Background: an optimization exercise with open tools, aiming at a short achievable clock period. Do not read the settings as production practice. At most, simulation tests tie the RTL to the original design; equivalence was not proved. Only the layout flow was run in runs 3 and 4; the RTL was not checked for function there. Power figures rest on the tool's default switching activity, not on a simulated workload.

$ cat flow/config.mk
export PLATFORM = sky130hd
export DESIGN_NAME = fsv
export DESIGN_NICKNAME = fsv
export VERILOG_FILES = /design/flow/design.v
export SDC_FILE = /design/flow/constraint.sdc
export NUM_CORES = 4
export LEC_CHECK = 0
export ABC_CLOCK_PERIOD_IN_PS = 300
export CAP_MARGIN = 20
export CORE_MARGIN = 2
export CORE_UTILIZATION = 40
export PLACE_DENSITY = 0.6
export SETUP_SLACK_MARGIN = 4.6
export SLEW_MARGIN = 20
export SYNTH_HIERARCHICAL = 1
export SYNTH_MINIMUM_KEEP_SIZE = 0
$ cat flow/constraint.sdc
create_clock -name core_clock -period 7.0 [get_ports {clk}]
set_input_delay 1.4000 -clock core_clock [delete_from_list [all_inputs] [get_ports {clk}]]
set_output_delay 1.4000 -clock core_clock [all_outputs]
set_load 0.01 [all_outputs]
$ cat flow/design.v
module fsv (
    input  wire         clk,
    input  wire         rst,         
    input  wire         op_valid,
    input  wire [11:0]  op_word,
    output reg  [7:0]   acc,
    output wire [151:0] fb,
    output reg  [4:0]   len,
    output reg          ovf,
    output reg          valid,
    output reg  [7:0]   cmd,
    output reg  [7:0]   tid0,
    output reg  [7:0]   tid1,
    output reg  [15:0]  pm25,
    output reg  [15:0]  pm10,
    output reg  [7:0]   fwy,
    output reg  [7:0]   fwm,
    output reg  [7:0]   fwd,
    output reg  [7:0]   rid0,
    output reg  [7:0]   rid1,
    output reg          pmw,
    output reg          fww,
    output reg          idw,
    output reg  [2:0]   err,
    output reg          fatal
);
    localparam [7:0] HEADER    = 8'hAA;
    localparam [7:0] TAIL      = 8'hAB;
    localparam [7:0] TYPE_CMD  = 8'hB4;
    localparam [7:0] TYPE_ACK  = 8'hC5;
    localparam [7:0] TYPE_DATA = 8'hC0;
    localparam [2:0] E_OK        = 3'd0;
    localparam [2:0] E_INVPARAM  = 3'd1;
    localparam [2:0] E_MALFORMED = 3'd3;
    localparam [2:0] E_ILLEGAL   = 3'd4;
    localparam [2:0] E_OVERFLOW  = 3'd5;
    localparam [2:0] E_RESCMD    = 3'd6;
    function [7:0] sel8;
        input       s;
        input [7:0] a;
        input [7:0] b;
        sel8 = ({8{s}} & a) | ({8{~s}} & b);
    endfunction
    function legal_cmd;
        input [7:0] c;
        legal_cmd = (c == 8'h02) || (c == 8'h04) || (c == 8'h05) ||
                    (c == 8'h06) || (c == 8'h07) || (c == 8'h08);
    endfunction
    reg  [151:0] fb_q;
    wire [7:0]   fbuf [0:18];
    genvar gi;
    generate
        for (gi = 0; gi < 19; gi = gi + 1) begin : g_fb_bytes
            assign fbuf[gi] = fb_q[8*gi +: 8];
        end
    endgenerate
    assign fb = fb_q;
    reg  [19:0] lo;           
    reg  [18:0] th;           
    reg         cl;           
    reg         bok;          
    reg  [7:0]  acc_n;        
    reg  [7:0]  cmd_n;        
    reg  [7:0]  tid0_n;       
    reg  [7:0]  tid1_n;       
    reg  [7:0]  s_all, q, p, snap2, d8, d17;
    reg         rok, cok;     
    wire [7:0] acc_i  = ~acc_n;
    wire [7:0] cmd_i  = ~cmd_n;
    wire [7:0] tid0_i = ~tid0_n;
    wire [7:0] tid1_i = ~tid1_n;
    wire [3:0] opc = op_word[11:8];
    wire [7:0] imm = op_word[7:0];
    wire z01, z23, z45, z67, nzl, nzh, iz;
    fsv_nor2  u_z01 (.a(imm[0]), .b(imm[1]), .y(z01));
    fsv_nor2  u_z23 (.a(imm[2]), .b(imm[3]), .y(z23));
    fsv_nor2  u_z45 (.a(imm[4]), .b(imm[5]), .y(z45));
    fsv_nor2  u_z67 (.a(imm[6]), .b(imm[7]), .y(z67));
    fsv_nand2 u_nzl (.a(z01), .b(z23), .y(nzl));
    fsv_nand2 u_nzh (.a(z45), .b(z67), .y(nzh));
    fsv_nor2  u_iz  (.a(nzl), .b(nzh), .y(iz));      
    wire [3:0] hi, lo2;                              
    fsv_dec2  u_hi (.a(opc[3]), .b(opc[2]), .y(hi));
    fsv_dec2  u_lo (.a(opc[1]), .b(opc[0]), .y(lo2));
    wire vz, nvz;                                    
    fsv_and2  u_vz  (.a(op_valid), .b(iz), .y(vz));
    wire [15:0] nhl, dz, dv;
    genvar gk;
    generate
        for (gk = 0; gk < 16; gk = gk + 1) begin : g_dec
            fsv_nand2 u_hl (.a(hi[gk / 4]), .b(lo2[gk % 4]), .y(nhl[gk]));
            fsv_and2b u_dz (.an(nhl[gk]), .b(vz), .y(dz[gk]));         
            fsv_and2b u_dv (.an(nhl[gk]), .b(op_valid), .y(dv[gk]));   
        end
    endgenerate
    wire [18:0] ph_d, bc_d;                   
    wire        ln_push, ln_fclr, ln_bcmd;    
    wire [6:0]  dm_pm, dm_fw, dm_id;          
    generate
        for (gk = 0; gk < 19; gk = gk + 1) begin : g_fbdec
            fsv_and2b u_ph (.an(nhl[4]),  .b(op_valid), .y(ph_d[gk]));
            fsv_and2b u_bc (.an(nhl[10]), .b(vz),       .y(bc_d[gk]));
        end
        for (gk = 0; gk < 7; gk = gk + 1) begin : g_dmdec
            fsv_and2b u_pm (.an(nhl[11]), .b(vz), .y(dm_pm[gk]));
            fsv_and2b u_fw (.an(nhl[12]), .b(vz), .y(dm_fw[gk]));
            fsv_and2b u_id (.an(nhl[13]), .b(vz), .y(dm_id[gk]));
        end
    endgenerate
    fsv_and2b u_lnp (.an(nhl[4]),  .b(op_valid), .y(ln_push));
    fsv_and2b u_lnf (.an(nhl[3]),  .b(vz),       .y(ln_fclr));
    fsv_and2b u_lnb (.an(nhl[10]), .b(vz),       .y(ln_bcmd));
    wire d_csclr  = dz[1];
    wire d_csadd  = dv[2];
    wire d_fclr   = dz[3];
    wire d_push   = dv[4];
    wire d_vcmd   = dz[5];
    wire d_vrpl   = dz[6];
    wire d_setcmd = dv[7];
    wire d_setid0 = dv[8];
    wire d_setid1 = dv[9];
    wire d_bcmd   = dz[10];
    wire d_decpm  = dz[11];
    wire d_decfw  = dz[12];
    wire d_decid  = dz[13];
    wire zop   = (opc == 4'h1) || (opc == 4'h3) || (opc == 4'h5) || (opc == 4'h6) ||
                 (opc == 4'hA) || (opc == 4'hB) || (opc == 4'hC) || (opc == 4'hD);
    wire d_ill = op_valid && ((zop && !iz) || (opc == 4'h0) ||
                              (opc == 4'hE) || (opc == 4'hF));
    wire imm_tail  = (imm == TAIL);
    wire imm_legal = legal_cmd(imm);
    wire full = lo[19];
    wire       pre9, pre18;
    wire [7:0] cs, dsum;
    wire [4:0] len_inc;
    wire [95:0] fdata;                    
    fsv_st u_st (
        .fb_q(fb_q), .lo(lo), .th(th), .p(p), .q(q),
        .s_all(s_all), .snap2(snap2), .d8(d8), .d17(d17),
        .pre9(pre9), .pre18(pre18), .cs(cs), .dsum(dsum),
        .len_inc(len_inc), .fdata(fdata)
    );
    reg  [7:0] frame [0:18];
    integer i;
    always @(*) begin
        frame[0] = HEADER;
        frame[1] = TYPE_CMD;
        frame[2] = cmd_i;
        for (i = 0; i < 12; i = i + 1)
            frame[3 + i] = fdata[8*i +: 8];
        frame[15] = tid0_i;
        frame[16] = tid1_i;
        frame[17] = cs;
        frame[18] = TAIL;
    end
    wire b_ok   = d_bcmd && bok;
    wire p_ok   = d_push && !full;
    wire clr    = rst || d_fclr;
    wire [7:0] acc_nx  = rst ? 8'h00 :
                         d_csclr ? 8'h00 :
                         sel8(d_csadd, acc_i + imm, acc_i);
    wire l_clr  = rst || ln_fclr;
    wire l_pok  = ln_push && !full;
    wire l_bok  = ln_bcmd && bok;
    wire [4:0]  len_nx = l_clr ? 5'd0 :
                         l_pok ? len_inc :
                         l_bok ? 5'd19 : len;
    wire [19:0] lo_nx  = l_clr ? 20'd1 :
                         l_pok ? {lo[18:0], 1'b0} :
                         l_bok ? (20'd1 << 19) : lo;
    wire [18:0] th_nx  = l_clr ? 19'd0 :
                         l_pok ? {th[17:0], 1'b1} :
                         l_bok ? {19{1'b1}} : th;
    wire le12_nx = clr ? 1'b1 : p_ok ? !th[11] : b_ok ? 1'b0 : !th[12];
    wire cl_nx   = rst ? 1'b0 : d_setcmd ? imm_legal : cl;
    wire [7:0] cmd_nx  = rst ? 8'h00 : sel8(d_setcmd, imm, cmd_i);
    wire [7:0] tid0_nx = rst ? 8'hFF : sel8(d_setid0, imm, tid0_i);
    wire [7:0] tid1_nx = rst ? 8'hFF : sel8(d_setid1, imm, tid1_i);
    wire [7:0] s_add    = s_all + imm;
    wire [7:0] s_all_nx = clr ? 8'h00 : sel8(d_push, s_add, s_all);
    wire [7:0] q_nx     = rst ? 8'h00 :
                          d_fclr ? cmd_i :
                          d_push ? q + imm :
                          sel8(d_setcmd, s_add, q);
    wire [7:0] p_nx     = rst ? 8'hFE :
                          d_setid0 ? tid1_i + imm :
                          sel8(d_setid1, tid0_i + imm, p);
    always @(posedge clk) begin
        acc    <= acc_nx;
        acc_n  <= ~acc_nx;
        len    <= len_nx;
        lo     <= lo_nx;
        th     <= th_nx;
        cl     <= cl_nx;
        bok    <= cl_nx && le12_nx;
        cmd    <= cmd_nx;
        cmd_n  <= ~cmd_nx;
        tid0   <= tid0_nx;
        tid0_n <= ~tid0_nx;
        tid1   <= tid1_nx;
        tid1_n <= ~tid1_nx;
        s_all  <= s_all_nx;
        q      <= q_nx;
        p      <= p_nx;
        snap2  <= sel8(lo[2], s_all, snap2);
        d8     <= sel8(lo[8], dsum, d8);
        d17    <= sel8(lo[17], dsum, d17);
        ovf    <= !clr && ((d_push && full) || ovf);
        rok    <= !rst && (d_push ? (pre9 && imm_tail) :
                           (d_fclr || b_ok) ? 1'b0 : rok);
        cok    <= !rst && (d_push ? (pre18 && imm_tail) :
                           d_fclr ? 1'b0 : (b_ok || cok));
        valid  <= !rst && (d_vcmd ? cok : d_vrpl ? rok : valid);
        pm25   <= rst ? 16'h0000 :
                  (dm_pm[0] && rok) ? {fbuf[3], fbuf[2]} : pm25;
        pm10   <= rst ? 16'h0000 :
                  (dm_pm[1] && rok) ? {fbuf[5], fbuf[4]} : pm10;
        pmw    <= !rst && ((dm_pm[2] && rok) || pmw);
        fwy    <= rst ? 8'h00 : sel8(dm_fw[0] && rok, fbuf[3], fwy);
        fwm    <= rst ? 8'h00 : sel8(dm_fw[1] && rok, fbuf[4], fwm);
        fwd    <= rst ? 8'h00 : sel8(dm_fw[2] && rok, fbuf[5], fwd);
        fww    <= !rst && ((dm_fw[3] && rok) || fww);
        rid0   <= rst ? 8'h00 : sel8((dm_fw[4] || dm_id[0]) && rok, fbuf[6], rid0);
        rid1   <= rst ? 8'h00 : sel8((dm_fw[5] || dm_id[1]) && rok, fbuf[7], rid1);
        idw    <= !rst && (((dm_fw[6] || dm_id[2]) && rok) || idw);
        fatal  <= 1'b0;
        if (rst)
            err <= E_OK;
        else if (d_ill)
            err <= E_ILLEGAL;
        else if (d_push)
            err <= full ? E_OVERFLOW : E_OK;
        else if (d_bcmd)
            err <= !cl ? E_RESCMD : !bok ? E_INVPARAM : E_OK;
        else if (d_decpm || d_decfw || d_decid)
            err <= rok ? E_OK : E_MALFORMED;
        else if (op_valid)
            err <= E_OK;
    end
    generate
        for (gi = 0; gi < 19; gi = gi + 1) begin : g_fb_cells
            wire [7:0] held;
            if (gi < 12) begin : g_low
                assign held = sel8(bc_d[gi] && bok, frame[gi], fb_q[8*gi +: 8]);
            end else begin : g_high
                assign held = fb_q[8*gi +: 8];
            end
            always @(posedge clk)
                fb_q[8*gi +: 8] <= rst ? 8'h00 :
                                   sel8(ph_d[gi] && lo[gi], imm,
                                        sel8(th[gi], held, frame[gi]));
        end
    endgenerate
endmodule
module fsv_st (
    input  wire [151:0] fb_q,
    input  wire [19:0]  lo,
    input  wire [18:0]  th,
    input  wire [7:0]   p,        
    input  wire [7:0]   q,        
    input  wire [7:0]   s_all,
    input  wire [7:0]   snap2,
    input  wire [7:0]   d8,
    input  wire [7:0]   d17,
    output wire         pre9,     
    output wire         pre18,    
    output wire [7:0]   cs,       
    output wire [7:0]   dsum,     
    output reg  [4:0]   len_inc,  
    output reg  [95:0]  fdata     
);
    wire [7:0] fbuf [0:18];
    genvar gi;
    generate
        for (gi = 0; gi < 19; gi = gi + 1) begin : g_fb_bytes
            assign fbuf[gi] = fb_q[8*gi +: 8];
        end
    endgenerate
    assign pre9  = lo[9] && (fbuf[0] == 8'hAA) &&
                   ((fbuf[1] == 8'hC5) || (fbuf[1] == 8'hC0)) &&
                   (d8 == fbuf[8]);
    assign pre18 = lo[18] && (fbuf[0] == 8'hAA) && (fbuf[1] == 8'hB4) &&
                   (d17 == fbuf[17]);
    assign cs    = p + q;
    assign dsum  = s_all - snap2;
    integer i;
    always @(*) begin
        len_inc = 5'd0;
        for (i = 0; i < 19; i = i + 1)
            if (lo[i]) len_inc = len_inc | (i + 1);
        for (i = 0; i < 12; i = i + 1)
            fdata[8*i +: 8] = th[i] ? fbuf[i] : 8'h00;
    end
endmodule
module fsv_nor2 (input wire a, input wire b, output wire y);
    assign y = ~(a | b);
endmodule
module fsv_nand2 (input wire a, input wire b, output wire y);
    assign y = ~(a & b);
endmodule
module fsv_and2 (input wire a, input wire b, output wire y);
    assign y = a & b;
endmodule
module fsv_and2b (input wire an, input wire b, output wire y);
    assign y = ~an & b;
endmodule
module fsv_dec2 (input wire a, input wire b, output wire [3:0] y);
    assign y[0] = ~a & ~b;
    assign y[1] = ~a &  b;
    assign y[2] =  a & ~b;
    assign y[3] =  a &  b;
endmodule
$ cat flow/run.sh
#!/bin/bash
# synth_recipe.tcl (not shown) runs the flow's synth.tcl, then flattens the netlist and writes it again
# the make line also repeats each setting of config.mk as NAME=value (left out here)
make -C /OpenROAD-flow-scripts/flow DESIGN_CONFIG=/design/flow/config.mk WORK_HOME=/design/flow/orfs CLKGATE_MAP_FILE= SYNTH_SCRIPT=/design/flow/synth_recipe.tcl finish
==> impl_metrics.json, run 1 <==
{
  "rsz0062_at_grt": "yes",
  "syn_area_per_cell_sq_um": 8.91,
  "wirelength_um": 79800,
  "syn-num-nets": 2195,
  "status": "no timing/DRC/antenna violations",
  "cap_violations": 0,
  "syn-cell-area_sq_mm": 0.0189,
  "hold_viol": 0,
  "clk_pin_slew_ns": 0.06,
  "grt_usage_pct": 30.4,
  "fp.dieW_um": 221,
  "start_util_pct": 40.5,
  "min_period_ns": 2.71,
  "io_pins": 285,
  "path_class": "input pin to flop",
  "start_kind": "input pin",
  "drv_slew": 0,
  "p_per_area_mw_per_mm2": 177,
  "nNetsFinal": 2776,
  "seqCellArea_sq_mm": 0.00860,
  "fin_ws_ns": 4.29,
  "reg2regPathDepth": 8,
  "clockBufferDepth": 3,
  "first_pass_iters": 16,
  "slew_headroom_pct": 39.0,
  "crit_arrival_ns": 3.18,
  "vias": 18800,
  "row_count": 79,
  "synthArstFlopShare_pct": 0,
  "tritoncts": "yes",
  "synth_top_family_by_area": "simple AND/OR/NAND/NOR gates",
  "grt_overflow": 0,
  "synth_ff_type": "dfxtp_1",
  "hold_slack_ns": 0.459,
  "p_leak_nw": 12.4,
  "final.period_utilization_pct": 38.8,
  "antenna_found_initial": 2,
  "syn2layout_area_growth_pct": 61.2,
  "cts_buffers": 45,
  "gp_congestion": 0.872,
  "yosysUniqueCellTypes": 72,
  "tightest_slew_ns": 0.915,
  "ir_drop_mv": 0.174,
  "grt_max_degree": 89,
  "p_int_mw": 4.07,
  "critical_path_required_ns": 7.47,
  "swShare_pct": 24.5,
  "synth_compound_area_share_pct": 15.5,
  "root_buffer": "clkbuf_16",
  "power_switching_mw": 1.32,
  "grt_pass1_wl_um": 114000,
  "drcViolationCount": 0,
  "cp_max_fo": 6,
  "synth.area.mux_share_pct": 7.26,
  "pre_cts_ws_ns": 2.64,
  "fin_skew_ns": 0.0126,
  "layout_commonest_cell": "buf_6",
  "place_hpwl_um": 43600,
  "fillCellCount": 3629,
  "p_seq_share_pct": 42.6,
  "drive_above_1_share_pct": 53.0,
  "drt_first_iter_violations": 1602,
  "wire_per_inst_um": 23.8,
  "postRouteAntennaNets": 0,
  "fmax_mhz": 368,
  "htree_levels": 2,
  "ys_seq_area_share_pct": 42.8,
  "multiInputGateArea_sq_mm": 0.0125,
  "worstHoldStart": "idw",
  "synth-simple-area-share_pct": 23.3,
  "clkLatencyLatePin_ns": 0.58,
  "synthAdderAreaFrac_pct": 3.98,
  "die_y_um": 221,
  "fin_setup_tns_ns": 0,
  "portBuffers": 283,
  "min_path_type": "flop to flop",
  "postSynthCellCount": 2124,
  "critical_path.startpoint": "op_word[5]",
  "fin_util_pct": 65.4,
  "synthXorXnorAreaFrac_pct": 2.71,
  "n_antenna_cell": 0,
  "avgViaCountPerCell": 5.61,
  "clockPowerShare_pct": 47.3,
  "ys_ff_latch": 392,
  "core_sq_mm": 0.0467,
  "hold_buffers": 0,
  "setup_viol_count_final": 0,
  "grt_pass1_vias": 17800,
  "dieArea_sq_mm": 0.0490,
  "ys_warn_count": 9,
  "hold_depth": 2,
  "final_cell_mix": "301 x buf_6, 260 x buf_4, 203 x nor2_1",
  "synth_edf_count": 24,
  "endpoint_kind": "flop",
  "combPwrFrac_pct": 10.2,
  "cts.sinks": 392
}
[Yosys stat by module, one instance, submodules excluded]
module     copies in the design  flip-flops and latches
fsv                           1                     392
fsv_st                        1                       0
fsv_dec2                      2                       0
fsv_and2b                    60                       0
fsv_and2                      1                       0
fsv_nand2                    15                       0
fsv_nor2                      5                       0
[routing by layer]
| layer | up-vias | GRT usage (%) | wire (um) |
|---|---|---|---|
| li1 | 8557 | - | - |
| met1 | 9233 | 40.3 | 33600 |
| met2 | 803 | 48.6 | 36700 |
| met3 | 209 | 5.83 | 6000 |
| met4 | 0 | 12.7 | 3500 |
| met5 | - | 0 | 0 |
[cells by family after synthesis]
family	count (synthesis)
muxes	137
and+or+nand+nor	838
DFF	392
other	1
AOI/OAI and AO/OA	429
xor gates and xnor gates	57
buffers and inverters	214
adders and majority gates	56
[power by group through the flow]
stage | clock network (mW) | logic (mW) | registers [mW]
after global routing | 2.68 | 0.572 | 2.30
after floorplan | 0 | 0.227 | 2.36
after global placement | 0 | 0.359 | 2.37
final | 2.55 | 0.548 | 2.29
after detailed placement | 0 | 0.364 | 2.37
after CTS | 2.59 | 0.497 | 2.30
[per-stage QoR]
step	power [mW]	instance area (sq um)	instances
finish	5.39	30500	3349
global route	5.55	30500	3349
CTS	5.38	28700	3261
global placement	2.73	23000	2898
detailed placement	2.73	23000	2898
floorplan	2.59	20300	2124
[cell type report]
| type | count | share of cell area [%] |
|---|---|---|
| Timing Repair Buffer | 638 | 22.1 |
| Inverter | 84 | 1.10 |
| Clock buffer | 62 | 4.24 |
| Tap cell | 607 | 2.49 |
| Sequential cell | 392 | 28.2 |
| Multi-Input combinational cell | 1544 | 40.9 |
| Clock inverter | 22 | 0.972 |
[critical path, stage by stage]
cell and delay [ns]:
buf_12 0.10, buf_12 0.13, nor2_4 0.10, nand2_2 0.07
nor2_4 0.16, buf_12 0.13, and2_4 0.24, nor2b_4 0.33
nand2_2 0.11, nand2_1 0.12, o22ai_1 0.08, o21a_1 0.20
[synth_stat cells (8+ instances only)]
cell type  count  share of area (%)
o211ai_1      13               0.52
o221a_2       29                1.7
xnor2_1       41                1.9
a21boi_0      11               0.44
a21o_1         8               0.32
a211oi_1     113                4.5
nor2_1       221                4.4
edfxtp_1      24                3.8
nor3_1        15               0.40
a21oi_1      130                3.4
nand2_1      290                5.8
clkbuf_1      97                1.9
mux2i_1      136                7.2
buf_2         22               0.58
buf_1          9               0.18
nand2b_1      34                1.1
o21ai_0       49                1.3
nand3_1       48                1.3
and2_1       105                3.5
dfxtp_1      368                 39
a22oi_1       20               0.79
xor2_1        15               0.69
ha_1          49                3.2
inv_1         84                1.7
nor2b_4       61                4.4
nor4_1        10               0.33
[path summary, 6_finish.rpt]
kind | endpoint | slack (ns)
setup / recovery | bok | 4.29
hold / removal | idw | 0.46
setup reg to reg | flop | 4.73
hold reg to reg | idw | 0.46
[what timing repair did]
| action | 4_1_cts | 5_1_grt |
|---|---|---|
| gates resized for setup | 1928 | 252 |
| setup endpoints to repair | 637 | 611 |
| cloned | 28 | 10 |
| pin swaps | 125 | 116 |
| setup buffers | 251 | 78 |
==> run 2, diff against run 1 <==
--- a/flow/config.mk
+++ b/flow/config.mk
@@ -11,5 +11,5 @@
 export CORE_UTILIZATION = 40
 export PLACE_DENSITY = 0.6
-export SETUP_SLACK_MARGIN = 4.6
+export SETUP_SLACK_MARGIN = 4.7
 export SLEW_MARGIN = 20
 export SYNTH_HIERARCHICAL = 1
==> run 2 against run 1 <==
Non-clock buffer count rose by 9. Synthesized area unchanged. Design area rose by 2.5%. First-iteration DRC count increased by 18%. Clock power is 4% lower. Sequential share of layout area decreased by 0.62 points. Count of clock-buffer cells in the layout up 7.
==> impl_metrics.json, run 2 <==
{
  "io_pins": 285,
  "fin_area_sq_mm": 0.0312,
  "cts_buffers": 44,
  "syn_area_per_cell_sq_um": 8.91,
  "grt_max_degree": 84,
  "synthTopCellsByCount": "368 x dfxtp_1, 290 x nand2_1, 221 x nor2_1",
  "postSynthCellCount": 2124,
  "yosysUniqueCellTypes": 72,
  "syn-cell-area_sq_mm": 0.0189,
  "synth_most_common_cell": "dfxtp_1",
  "grt_pass1_vias": 17600,
  "p_per_area_mw_per_mm2": 170,
  "min_path_type": "flop to flop",
  "path_class": "input pin to flop",
  "synth_area_leaders": "dfxtp_1 39%, mux2i_1 7.2%, nand2_1 5.8%",
  "drt_first_iter_violations": 1897,
  "setup_viol_count_final": 0,
  "start_kind": "input pin",
  "start_util_pct": 40.5,
  "vias": 18900,
  "hold_slack_ns": 0.463,
  "synthArstFlopShare_pct": 0,
  "fin_skew_ns": 0.0171,
  "root_buffer": "clkbuf_16",
  "drv_slew": 0,
  "crit_arrival_ns": 3.17,
  "hold_buffers": 0,
  "syn2layout_area_growth_pct": 65.2,
  "fp.dieW_um": 221,
  "cap_violations": 0,
  "endpoint_kind": "flop",
  "power_mw": 5.31,
  "core_sq_mm": 0.0467,
  "drcViolationCount": 0,
  "wirelength_um": 80700,
  "antenna_found_initial": 4,
  "layout_commonest_cell": "buf_6",
  "fmax_mhz": 371,
  "status": "no timing/DRC/antenna violations",
  "ir_drop_mv": 0.131,
  "syn-num-nets": 2195,
  "ys_warn_count": 9,
  "fin_ws_ns": 4.30,
  "portBuffers": 283,
  "placed_cell_area_sq_mm": 0.0230,
  "slew_headroom_pct": 39.8,
  "avgViaCountPerCell": 5.63,
  "tritoncts": "yes",
  "htree_levels": 2,
  "fillCellCount": 3526,
  "p_leak_nw": 12.4,
  "fin_setup_tns_ns": 0,
  "critical_path_required_ns": 7.48,
  "clk_pin_slew_ns": 0.06,
  "synth_top_area_share_pct": 38.9,
  "cp_max_fo": 5,
  "placed_cells": 2897,
  "tightest_slew_ns": 0.901,
  "cts.sinks": 392,
  "final_cell_mix": "311 x buf_6, 261 x buf_4, 183 x dfxtp_2",
  "clockBufferDepth": 3,
  "ys_ff_latch": 392,
  "grt_pass1_wl_um": 114000,
  "place_hpwl_um": 43100,
  "min_period_ns": 2.70,
  "row_count": 79,
  "hold_viol": 0,
  "grt_usage_pct": 30.5,
  "grt_overflow": 0,
  "postRouteAntennaNets": 0,
  "synth_edf_count": 24,
  "wire_per_inst_um": 24.1,
  "rsz0062_at_grt": "yes",
  "nNetsFinal": 2778,
  "dieArea_sq_mm": 0.0490,
  "drive_above_1_share_pct": 57.3,
  "die_y_um": 221,
  "pre_cts_ws_ns": 2.69,
  "fin_util_pct": 67.0,
  "final.period_utilization_pct": 38.5,
  "final_cells": 3351,
  "gp_congestion": 0.865,
  "synth_top_cell_by_area": "dfxtp_1",
  "synth_ff_type": "dfxtp_1",
  "ys_seq_area_share_pct": 42.8,
  "clkLatencyLatePin_ns": 0.58,
  "first_pass_iters": 23
}
==> run 2: worst max-delay path, stage by stage <==
cell	delay, ns
buf_12	0.10
buf_12	0.13
ha_4	0.14
inv_2	0.04
fa_2	0.41
nor2b_4	0.12
o21a_1	0.12
nor2_2	0.05
xnor2_2	0.15
a221o_1	0.33
a32o_1	0.19
==> run 2: layout make-up <==
cell class                 count  area (sq um)  area share (%)
tap                          607           759            2.43
clock buffer                  69          1410            4.52
inverter                      84           338            1.08
multi-input combinational   1538         13000            41.7
timing repair buffer         647          6950            22.2
antenna                        2          5.00          0.0160
clock inverter                12           124           0.396
sequential                   392          8620            27.6
==> run 2: kinds of logic after synthesis <==
logic type / count (synthesis) / share of synthesized area (%)
AO/OA/AOI/OAI: 429 / 15.5
buffers and inverters: 214 / 4.43
other: 1 / 0.0198
flip-flops: 392 / 42.8
XOR/XNOR: 57 / 2.71
AND/OR/NAND/NOR: 838 / 23.3
adder cells (fa/ha/maj): 56 / 3.98
multiplexers: 137 / 7.26
==> run 2: path summary, 6_finish.rpt <==
| kind | to | depth (start not counted) | from | slack [ns] |
|---|---|---|---|---|
| setup reg to reg | rok | 8 | fb_q[9] | 4.64 |
| setup / recovery | flop | 11 | op_word[0] | 4.30 |
| hold / removal | pm25[13] | 2 | pm25[13] | 0.46 |
| hold reg to reg | pm25[13] | 2 | pm25[13] | 0.46 |
==> run 2: what timing repair did <==
| action | CTS | global route |
|---|---|---|
| cloned | 28 | 5 |
| pin swaps | 114 | 138 |
| endpoints found under the hold margin | 0 | 0 |
| setup endpoints to repair | 639 | 615 |
| buffers inserted | 242 | 95 |
| gates resized for setup | 1952 | 404 |
==> run 2: metal layers <==
metal	global-route usage (%)	vias up	part of all wire [%]
li1	-	8561	-
met1	39.7	9277	42
met2	50.4	826	47
met3	6.17	206	7.2
met4	10.8	2	3.9
met5	0	-	0.011
==> run 2: per-module statistics from Yosys (local to each module, per instance) <==
| module | flip-flops and latches | area [sq um] | cells inside | copies in the design |
|---|---|---|---|---|
| fsv | 392 | 16500 | 1816 | 1 |
| fsv_dec2 | 0 | 26.3 | 4 | 2 |
| fsv_and2 | 0 | 6.26 | 1 | 1 |
| fsv_and2b | 0 | 13.8 | 1 | 60 |
| fsv_st | 0 | 1500 | 219 | 1 |
| fsv_nand2 | 0 | 3.75 | 1 | 15 |
| fsv_nor2 | 0 | 3.75 | 1 | 5 |
==> run 2: report_power, final <==
part	internal, mW	switching [mW]
Clock	1.46	0.981
Combinational	0.271	0.304
Sequential	2.26	0.0385
Total	3.99	1.32
==> run 3, diff against run 2 <==
--- a/flow/design.v
+++ b/flow/design.v
@@ -80,4 +80,15 @@
     fsv_nand2 u_nzh (.a(z45), .b(z67), .y(nzh));
     fsv_nor2  u_iz  (.a(nzl), .b(nzh), .y(iz));      
+    wire [3:0] izc;
+    wire [7:0] vzc;
+    genvar gz;
+    generate
+        for (gz = 0; gz < 4; gz = gz + 1) begin : g_izc
+            fsv_nor2 u_izc (.a(nzl), .b(nzh), .y(izc[gz]));
+        end
+        for (gz = 0; gz < 8; gz = gz + 1) begin : g_vzc
+            fsv_and2 u_vzc (.a(op_valid), .b(izc[gz / 2]), .y(vzc[gz]));
+        end
+    endgenerate
     wire [3:0] hi, lo2;                              
     fsv_dec2  u_hi (.a(opc[3]), .b(opc[2]), .y(hi));
@@ -90,5 +101,5 @@
         for (gk = 0; gk < 16; gk = gk + 1) begin : g_dec
             fsv_nand2 u_hl (.a(hi[gk / 4]), .b(lo2[gk % 4]), .y(nhl[gk]));
-            fsv_and2b u_dz (.an(nhl[gk]), .b(vz), .y(dz[gk]));         
+            fsv_and2b u_dz (.an(nhl[gk]), .b(vzc[6]), .y(dz[gk]));         
             fsv_and2b u_dv (.an(nhl[gk]), .b(op_valid), .y(dv[gk]));   
         end
@@ -100,15 +111,20 @@
         for (gk = 0; gk < 19; gk = gk + 1) begin : g_fbdec
             fsv_and2b u_ph (.an(nhl[4]),  .b(op_valid), .y(ph_d[gk]));
-            fsv_and2b u_bc (.an(nhl[10]), .b(vz),       .y(bc_d[gk]));
+            fsv_and2b u_bc (.an(nhl[10]), .b(vzc[gk < 6 ? 0 : 1]), .y(bc_d[gk]));
         end
         for (gk = 0; gk < 7; gk = gk + 1) begin : g_dmdec
-            fsv_and2b u_pm (.an(nhl[11]), .b(vz), .y(dm_pm[gk]));
-            fsv_and2b u_fw (.an(nhl[12]), .b(vz), .y(dm_fw[gk]));
-            fsv_and2b u_id (.an(nhl[13]), .b(vz), .y(dm_id[gk]));
+            fsv_and2b u_pm (.an(nhl[11]), .b(vzc[2]), .y(dm_pm[gk]));
+            fsv_and2b u_fw (.an(nhl[12]), .b(vzc[3]), .y(dm_fw[gk]));
+            fsv_and2b u_id (.an(nhl[13]), .b(vzc[4]), .y(dm_id[gk]));
         end
     endgenerate
     fsv_and2b u_lnp (.an(nhl[4]),  .b(op_valid), .y(ln_push));
-    fsv_and2b u_lnf (.an(nhl[3]),  .b(vz),       .y(ln_fclr));
-    fsv_and2b u_lnb (.an(nhl[10]), .b(vz),       .y(ln_bcmd));
+    fsv_and2b u_lnf (.an(nhl[3]),  .b(vzc[5]),   .y(ln_fclr));
+    fsv_and2b u_lnb (.an(nhl[10]), .b(vzc[5]),   .y(ln_bcmd));
+    wire fl_push, fl_fclr, fl_bcmd, fl_setcmd;
+    fsv_and2b u_flp (.an(nhl[4]),  .b(op_valid), .y(fl_push));
+    fsv_and2b u_flf (.an(nhl[3]),  .b(vzc[7]),   .y(fl_fclr));
+    fsv_and2b u_flb (.an(nhl[10]), .b(vzc[7]),   .y(fl_bcmd));
+    fsv_and2b u_fls (.an(nhl[7]),  .b(op_valid), .y(fl_setcmd));
     wire d_csclr  = dz[1];
     wire d_csadd  = dv[2];
@@ -172,6 +188,8 @@
                          l_pok ? {th[17:0], 1'b1} :
                          l_bok ? {19{1'b1}} : th;
-    wire le12_nx = clr ? 1'b1 : p_ok ? !th[11] : b_ok ? 1'b0 : !th[12];
-    wire cl_nx   = rst ? 1'b0 : d_setcmd ? imm_legal : cl;
+    wire f_clr   = rst || fl_fclr;
+    wire f_bok   = fl_bcmd && bok;
+    wire le12_nx = f_clr ? 1'b1 : (fl_push && !full) ? !th[11] : f_bok ? 1'b0 : !th[12];
+    wire cl_nx   = rst ? 1'b0 : fl_setcmd ? imm_legal : cl;
     wire [7:0] cmd_nx  = rst ? 8'h00 : sel8(d_setcmd, imm, cmd_i);
     wire [7:0] tid0_nx = rst ? 8'hFF : sel8(d_setid0, imm, tid0_i);
@@ -206,9 +224,9 @@
         d8     <= sel8(lo[8], dsum, d8);
         d17    <= sel8(lo[17], dsum, d17);
-        ovf    <= !clr && ((d_push && full) || ovf);
-        rok    <= !rst && (d_push ? (pre9 && imm_tail) :
-                           (d_fclr || b_ok) ? 1'b0 : rok);
-        cok    <= !rst && (d_push ? (pre18 && imm_tail) :
-                           d_fclr ? 1'b0 : (b_ok || cok));
+        ovf    <= !f_clr && ((fl_push && full) || ovf);
+        rok    <= !rst && (fl_push ? (pre9 && imm_tail) :
+                           (fl_fclr || f_bok) ? 1'b0 : rok);
+        cok    <= !rst && (fl_push ? (pre18 && imm_tail) :
+                           fl_fclr ? 1'b0 : (f_bok || cok));
         valid  <= !rst && (d_vcmd ? cok : d_vrpl ? rok : valid);
         pm25   <= rst ? 16'h0000 :
--- a/flow/config.mk
+++ b/flow/config.mk
@@ -11,5 +11,5 @@
 export CORE_UTILIZATION = 40
 export PLACE_DENSITY = 0.6
-export SETUP_SLACK_MARGIN = 4.7
+export SETUP_SLACK_MARGIN = 4.6
 export SLEW_MARGIN = 20
 export SYNTH_HIERARCHICAL = 1
==> run 3 against run 2 <==
Die area grew 0.63%. Wire length shrank 7.6%. Global-route usage down 1.5 points. Flip-flop and latch count unchanged. Count of clock-buffer cells in the layout fell by 4. Fmax decreased by 1.2%. Combinational power down 13%. Synthesized cell count up 0.33%. Cell count shrank 2.6%. Synthesized area is 0.64% higher. Sequential share of layout area increased by 1.4 points. Via count is 4.7% lower. Critical path type unchanged. Highest routed layer is now met4.
==> impl_metrics.json, run 3 <==
{
  "drive_above_1_share_pct": 52.0,
  "postRouteAntennaNets": 0,
  "drcViolationCount": 0,
  "cts.sinks": 392,
  "rrSetupSlack_ns": 4.77,
  "syn-num-nets": 2202,
  "p_per_area_mw_per_mm2": 178,
  "ys_warn_count": 9,
  "final.period_utilization_pct": 39.0,
  "path_class": "input pin to flop",
  "critical_path.top_delay_family": "simple AND/OR/NAND/NOR gates",
  "cp_max_fo": 7,
  "critical_path.startpoint": "op_word[0]",
  "postSynthCellCount": 2131,
  "synth_area_leaders": "dfxtp_1 39%, mux2i_1 7.0%, nand2_1 4.9%",
  "antenna_found_initial": 0,
  "path_buf_inv": 4,
  "portBuffers": 283,
  "dieArea_sq_mm": 0.0494,
  "drt_first_iter_violations": 1389,
  "tritoncts": "yes",
  "yosysUniqueCellTypes": 77,
  "layout_commonest_cell": "buf_6",
  "fmax_mhz": 367,
  "start_util_pct": 40.7,
  "clockBufferDepth": 3,
  "grt_usage_pct": 29.1,
  "synth_top_area_share_pct": 38.7,
  "min_path_type": "flop to flop",
  "avgViaCountPerCell": 5.51,
  "seqCellArea_sq_mm": 0.00861,
  "start_kind": "input pin",
  "syn-cell-area_sq_mm": 0.0190,
  "ys_seq_area_share_pct": 42.5,
  "nNetsFinal": 2695,
  "ys_ff_latch": 392,
  "final_cell_mix": "279 x buf_6, 218 x buf_4, 195 x nor2_1",
  "htree_levels": 2,
  "fin_skew_ns": 0.0169,
  "status": "no timing/DRC/antenna violations",
  "setup_viol_count_final": 0,
  "tightest_slew_ns": 0.937,
  "first_pass_iters": 6,
  "synthArstFlopShare_pct": 0,
  "wirelength_um": 74600,
  "synth_top_cell_by_area": "dfxtp_1",
  "crit_arrival_ns": 3.23,
  "grt_pass1_vias": 17300,
  "io_pins": 285,
  "cp_slowest_cell": "nor2b_4",
  "n_antenna_cell": 0,
  "ir_drop_mv": 0.183,
  "reg2regPathDepth": 9,
  "placed_cell_area_sq_mm": 0.0235,
  "cp_cell_sequence": "buf_16, buf_12, buf_12, nor2_4, nand2_4, nor2_4, and2_4, nor2b_4, buf_6, nor2b_4, a21oi_2, o22a_1, o31ai_1",
  "die_y_um": 222,
  "row_count": 79,
  "multiInputGateArea_sq_mm": 0.0126,
  "cts_buffers": 45,
  "critical_path_required_ns": 7.50,
  "worst-path-stages": 13,
  "synth_most_common_cell": "dfxtp_1",
  "slew_headroom_pct": 37.0,
  "fillCellCount": 3752,
  "min_period_ns": 2.73,
  "grt_overflow": 0,
  "fin_area_sq_mm": 0.0298,
  "synth_edf_count": 24,
  "cap_violations": 0,
  "power_mw": 5.30,
  "final_cells": 3265,
  "synthTopCellsByCount": "368 x dfxtp_1, 247 x nand2_1, 239 x nor2_1",
  "fp.dieW_um": 222,
  "synth_ff_type": "dfxtp_1",
  "hold_buffers": 0,
  "wire_per_inst_um": 22.8,
  "p_leak_nw": 11.9,
  "fin_setup_tns_ns": 0,
  "clk_pin_slew_ns": 0.06,
  "vias": 18000,
  "rsz0062_at_grt": "yes",
  "hold_viol": 0,
  "gp_congestion": 0.894,
  "endpoint_kind": "flop",
  "placed_cells": 2906,
  "max_stage_delay_ns": 0.27,
  "grt_pass1_wl_um": 109000,
  "clkLatencyLatePin_ns": 0.59,
  "core_sq_mm": 0.0468,
  "drv_slew": 0,
  "grt_max_degree": 132,
  "syn_area_per_cell_sq_um": 8.93,
  "root_buffer": "clkbuf_16",
  "syn2layout_area_growth_pct": 56.3,
  "place_hpwl_um": 45000
}
## run 3: how the worst min path moves through the flow
stage	endpoint	depth (start not counted)	from	slack [ns]
2_1_floorplan	flop	1	cmd_n[4]	0.44
3_3_place_gp	idw	2	idw	0.44
3_5_place_dp	idw	2	idw	0.44
4_1_cts	idw	2	idw	0.46
5_1_grt	flop	2	flop	0.47
6_report	idw	2	idw	0.46
## run 3: routing by layer
| layer | up-vias | share of wire [%] | track usage (%) | routed length, um |
|---|---|---|---|---|
| li1 | 8385 | - | - | - |
| met1 | 8809 | 42 | 37.3 | 31500 |
| met2 | 639 | 48 | 49.1 | 35800 |
| met3 | 156 | 5.6 | 3.91 | 4150 |
| met4 | 0 | 4.1 | 12.1 | 3090 |
| met5 | - | 0 | 0 | 0 |
## run 3: repair_timing
action,4_1_cts,5_1_grt
resized for setup,1911,148
cloned,21,1
setup buffers,205,50
pin swaps,115,80
setup endpoints to repair,637,556
## run 3: layout make-up
class / count / share of cell area (%)
timing repair buffer: 559 / 19.7
sequential: 392 / 28.9
multi-input combinational: 1538 / 42.4
inverter: 88 / 1.16
clock inverter: 16 / 0.795
clock buffer: 65 / 4.38
tap: 607 / 2.55
## run 3: per-stage QoR
stage	util (%)	setup slack (ns)	hold slack [ns]
final	63.6	4.27	0.457
after global routing	63.6	4.20	0.472
after CTS	61.2	4.31	0.458
after detailed placement	50.3	2.45	0.442
after global placement	50.3	2.49	0.440
after floorplan	-	3.80	0.442
## run 3: logic make-up after synthesis
group	count (synthesis)	synth area share [%]
compound gates	441	15.7
xor+xnor	54	2.56
fa+ha+maj	56	3.96
buf+inv	216	4.59
flops	392	42.5
mux	136	7.16
other cells	1	0.0197
simple gates	835	23.6
## run 3: worst register-to-register path: stages, from the launching register on
cell	delay, ns
dfxtp_1	0.34
ha_1	0.23
fa_1	0.41
a21o_1	0.18
a21oi_2	0.18
o21bai_1	0.10
a21oi_2	0.18
xnor2_2	0.18
mux2i_1	0.14
a211oi_2	0.21
## run 3: where the power goes
group	switching, mW	leakage (nW)	internal (mW)
Sequential	0.0385	3.34	2.26
Clock	0.987	0.749	1.51
Combinational	0.277	7.80	0.226
## run 3: Yosys stat by module, one instance, submodules excluded
module | area [sq um] | times used
fsv_nor2 | 3.75 | 9
fsv_nand2 | 3.75 | 15
fsv_and2b | 13.8 | 64
fsv_st | 1500 | 1
fsv | 16500 | 1
fsv_dec2 | 26.3 | 2
fsv_and2 | 6.26 | 8
==> run 4, diff against run 3 <==
--- a/flow/design.v
+++ b/flow/design.v
@@ -127,4 +127,15 @@
     fsv_and2b u_flb (.an(nhl[10]), .b(vzc[7]),   .y(fl_bcmd));
     fsv_and2b u_fls (.an(nhl[7]),  .b(op_valid), .y(fl_setcmd));
+    wire [1:0] sm_push, sm_fclr;
+    wire       sm_setcmd, sm_setid0, sm_setid1, ac_csclr, ac_csadd;
+    fsv_and2b u_smp0 (.an(nhl[4]),  .b(op_valid), .y(sm_push[0]));
+    fsv_and2b u_smp1 (.an(nhl[4]),  .b(op_valid), .y(sm_push[1]));
+    fsv_and2b u_smf0 (.an(nhl[3]),  .b(vzc[4]),   .y(sm_fclr[0]));
+    fsv_and2b u_smf1 (.an(nhl[3]),  .b(vzc[2]),   .y(sm_fclr[1]));
+    fsv_and2b u_sms  (.an(nhl[7]),  .b(op_valid), .y(sm_setcmd));
+    fsv_and2b u_sm8  (.an(nhl[8]),  .b(op_valid), .y(sm_setid0));
+    fsv_and2b u_sm9  (.an(nhl[9]),  .b(op_valid), .y(sm_setid1));
+    fsv_and2b u_acc  (.an(nhl[1]),  .b(vzc[3]),   .y(ac_csclr));
+    fsv_and2b u_aca  (.an(nhl[2]),  .b(op_valid), .y(ac_csadd));
     wire d_csclr  = dz[1];
     wire d_csadd  = dv[2];
@@ -174,6 +185,6 @@
     wire clr    = rst || d_fclr;
     wire [7:0] acc_nx  = rst ? 8'h00 :
-                         d_csclr ? 8'h00 :
-                         sel8(d_csadd, acc_i + imm, acc_i);
+                         ac_csclr ? 8'h00 :
+                         sel8(ac_csadd, acc_i + imm, acc_i);
     wire l_clr  = rst || ln_fclr;
     wire l_pok  = ln_push && !full;
@@ -196,12 +207,12 @@
     wire [7:0] tid1_nx = rst ? 8'hFF : sel8(d_setid1, imm, tid1_i);
     wire [7:0] s_add    = s_all + imm;
-    wire [7:0] s_all_nx = clr ? 8'h00 : sel8(d_push, s_add, s_all);
+    wire [7:0] s_all_nx = (rst || sm_fclr[0]) ? 8'h00 : sel8(sm_push[0], s_add, s_all);
     wire [7:0] q_nx     = rst ? 8'h00 :
-                          d_fclr ? cmd_i :
-                          d_push ? q + imm :
-                          sel8(d_setcmd, s_add, q);
+                          sm_fclr[1] ? cmd_i :
+                          sm_push[1] ? q + imm :
+                          sel8(sm_setcmd, s_add, q);
     wire [7:0] p_nx     = rst ? 8'hFE :
-                          d_setid0 ? tid1_i + imm :
-                          sel8(d_setid1, tid0_i + imm, p);
+                          sm_setid0 ? tid1_i + imm :
+                          sel8(sm_setid1, tid0_i + imm, p);
     always @(posedge clk) begin
         acc    <= acc_nx;
==> run 4 against run 3 <==
Clock skew grew 0.011 ns. Global-route usage grew 0.091 points. Critical path depth shrank 2. Largest cell class unchanged. Critical path type unchanged. Setup slack lost 0.0036 ns. Cell count grew 1.1%. Largest power group unchanged. First-iteration DRC count shrank 16%. Flip-flop and latch count is the same.
==> impl_metrics.json, run 4 <==
{
  "status": "no timing/DRC/antenna violations",
  "start_util_pct": 40.3,
  "core_sq_mm": 0.0475,
  "ir_drop_mv": 0.143,
  "synth_top_area_share_pct": 38.4,
  "antenna_found_initial": 2,
  "drv_slew": 0,
  "min_path_type": "flop to flop",
  "critical_path_required_ns": 7.46,
  "avgViaCountPerCell": 5.48,
  "ys_warn_count": 9,
  "synthArstFlopShare_pct": 0,
  "postRouteAntennaNets": 0,
  "cp_max_fo": 7,
  "die_y_um": 223,
  "setup_viol_count_final": 0,
  "drcViolationCount": 0,
  "row_count": 80,
  "power_switching_mw": 1.34,
  "rrSetupSlack_ns": 4.66,
  "synth_compound_area_share_pct": 15.8,
  "drt_first_iter_violations": 1167,
  "synthAdderAreaFrac_pct": 3.93,
  "ys_ff_latch": 392,
  "use_met1_pct": 35.6,
  "holdPathEnd": "idw",
  "synth_edf_count": 24,
  "swShare_pct": 25.8,
  "hold_viol": 0,
  "synthTopCellsByCount": "368 x dfxtp_1, 249 x nand2_1, 238 x nor2_1",
  "tightest_slew_ns": 1.29,
  "syn-cell-area_sq_mm": 0.0192,
  "fin_skew_ns": 0.0282,
  "nNetsFinal": 2723,
  "busiest_layer": "met2",
  "grt_pass1_vias": 17300,
  "fillCellCount": 3763,
  "grt.met2_usage_pct": 50.7,
  "crit_arrival_ns": 3.19,
  "combPwrFrac_pct": 10.1,
  "cts_buffers": 45,
  "dieArea_sq_mm": 0.0497,
  "layout_commonest_cell": "buf_6",
  "grt_max_degree": 95,
  "hold_buffers": 0,
  "htree_levels": 2,
  "grt_usage_pct": 29.1,
  "wirelength_um": 76100,
  "ys_seq_area_share_pct": 42.2,
  "portBuffers": 283,
  "final.period_utilization_pct": 39.0,
  "clkLatencyLatePin_ns": 0.61,
  "syn2layout_area_growth_pct": 56.4,
  "endpoint_kind": "flop",
  "clk_pin_slew_ns": 0.06,
  "yosysUniqueCellTypes": 83,
  "p_seq_share_pct": 44.1,
  "postSynthCellCount": 2135,
  "final_cell_mix": "279 x buf_6, 244 x buf_4, 201 x nor2_1",
  "path_class": "input pin to flop",
  "fin_ws_ns": 4.27,
  "synth_area_leaders": "dfxtp_1 38%, mux2i_1 7.0%, nor2b_4 5.0%",
  "cts.sinks": 392,
  "pre_cts_ws_ns": 2.78,
  "start_kind": "input pin",
  "first_pass_iters": 5,
  "reg2regPathDepth": 9,
  "p_int_mw": 3.86,
  "clockPowerShare_pct": 45.8,
  "drive_above_1_share_pct": 53.8,
  "root_buffer": "clkbuf_16",
  "grt_util_met3_pct": 4.89,
  "hold_depth": 2,
  "fin_setup_tns_ns": 0,
  "synth-simple-area-share_pct": 23.9,
  "grt_pass1_wl_um": 110000,
  "synth.area.mux_share_pct": 7.06,
  "synth_ff_type": "dfxtp_1",
  "slew_headroom_pct": 13.9,
  "rsz0062_at_grt": "yes",
  "synth_top_cell_by_area": "dfxtp_1",
  "synthXorXnorAreaFrac_pct": 2.63,
  "grt_overflow": 0,
  "wire_per_inst_um": 23.0,
  "clockBufferDepth": 3,
  "syn_area_per_cell_sq_um": 8.98,
  "place_hpwl_um": 44700,
  "tritoncts": "yes",
  "vias": 18100,
  "syn-num-nets": 2206,
  "gp_congestion": 0.872,
  "p_per_area_mw_per_mm2": 174,
  "fp.dieW_um": 223,
  "io_pins": 285,
  "worstHoldStart": "idw",
  "synth_most_common_cell": "dfxtp_1",
  "min_period_ns": 2.73,
  "synth_top_family_by_area": "simple AND/OR/NAND/NOR gates",
  "cap_violations": 0,
  "fmax_mhz": 366,
  "p_leak_nw": 12.1
}
-- run 4: changes by cell type after synthesis, moves of 7 or more --
cell	before	now
o21ai_1	18	4
a21boi_0	0	8
buf_2	11	30
clkbuf_1	102	80
o21ai_0	34	41
-- run 4: cells by family (layout without fill, tap and decap cells) --
logic type / count (synthesis) / in the layout
mux: 135 / 135
simple gates: 842 / 856
buf+inv: 213 / 750
other cells: 1 / 2
fa+ha+maj: 56 / 56
flops: 392 / 392
xor+xnor: 56 / 56
compound gates: 440 / 440
-- run 4: metal layers --
metal	part of all wire, %	vias to the layer above	wire length, um
li1	-	8448	-
met1	40	8872	30600
met2	50	600	38100
met5	0.011	-	8
met3	5.3	178	4010
met4	4.3	2	3270
-- run 4: per-stage QoR --
stage               util (%)  area, sq um  hold slack (ns)  instances  power (mW)
floorplan                  -        21000            0.449       2135        2.60
global placement        49.9        23700            0.440       2924        2.75
detailed placement      49.9        23700            0.442       2924        2.76
CTS                     60.1        28600            0.453       3225        5.20
global route            63.0        30000            0.470       3301        5.35
finish                  63.0        30000            0.452       3302        5.21
-- run 4: cell type report --
class                      count  area (sq um)  share of cell area, %
multi-input combinational   1544         12800                   42.6
sequential                   392          8600                   28.7
clock buffer                  61          1320                   4.40
tap                          615           769                   2.57
inverter                      87           334                   1.11
timing repair buffer         582          6010                   20.1
clock inverter                20           158                  0.526
antenna                        1          2.50                0.00835
-- run 4: worst max-delay path, cell delays in order --
cell       delay (ns)
buf_12           0.11
buf_12           0.13
buf_4            0.16
nor2_4           0.10
nand2_4          0.11
nor2_4           0.12
and2_4           0.18
nor2b_4          0.29
buf_6            0.18
nor2_1           0.06
a2111oi_1        0.36
-- run 4: worst max-delay path by stage --
stage          slack [ns]     end  cells past startpoint         from
3_3_place_gp         2.85  len[2]                     10  op_word[10]
6_report             4.27    flop                     11   op_word[0]
4_1_cts              4.41    flop                     11   op_word[0]
5_1_grt              4.18    flop                     11   op_word[0]
2_1_floorplan        4.07    flop                      9   op_word[0]
3_5_place_dp         2.78  len[2]                     10  op_word[10]
-- run 4: timing repair --
action / CTS / global route
endpoints found under the setup margin: 637 / 567
cloned: 19 / 4
buffers inserted: 201 / 72
resized for setup: 1830 / 207
endpoints found under the hold margin: 0 / 0
pin swaps: 99 / 80
-- run 4: modules after synthesis (local to each module, per instance) --
module / area (sq um) / flip-flops and latches
fsv_nor2: 3.75 / 0
fsv: 16500 / 392
fsv_and2: 6.26 / 0
fsv_dec2: 26.3 / 0
fsv_nand2: 3.75 / 0
fsv_st: 1500 / 0
fsv_and2b: 13.8 / 0
-- run 4: power groups by stage --
| stage | Sequential (mW) | Combinational (mW) | Clock [mW] |
|---|---|---|---|
| floorplan | 2.36 | 0.243 | 0 |
| global placement | 2.37 | 0.380 | 0 |
| detailed placement | 2.37 | 0.387 | 0 |
| CTS | 2.30 | 0.489 | 2.42 |
| global route | 2.30 | 0.552 | 2.50 |
| finish | 2.30 | 0.526 | 2.38 |

## separate check: timing with driven ports
How much do the figures lean on ideal ports? The routed layouts below were timed once more, with nothing changed but the port constraints.
Step 1: set_driving_cell puts a clkbuf_16 on clk and a buf_2 on each other input, an assumption about the parent block.
Step 2, shift: input delay + t, output delay - t, t = (earliest + latest rising clock arrival at the registers) / 2. This alone moves slack from input paths to output paths.
Slacks: no drivers / after step 1 / after step 2; pairs: no drivers / after step 1.
| run | t, ns | slack for setup (ns) | hold WS [ns] | pins driven straight from the clock port |
|---|---|---|---|---|
| run 1 | 0.632 | 4.285 / 4.257 / 3.625 | 0.459 / 0.459 / 0.459 | 1 |
| run 2 | 0.637 | 4.304 / 4.303 / 3.666 | 0.463 / 0.463 / 0.463 | 1 |
| run 3 | 0.643 | 4.272 / 4.270 / 3.627 | 0.457 / 0.457 / 0.457 | 1 |
| run 4 | 0.655 | 4.268 / 4.281 / 3.626 | 0.452 / 0.452 / 0.452 | 1 |
After both steps every run listed still meets setup and hold. The setup slack of run 1, which loses most, moves by -0.028 ns with the drivers and by -0.660 ns with both steps.
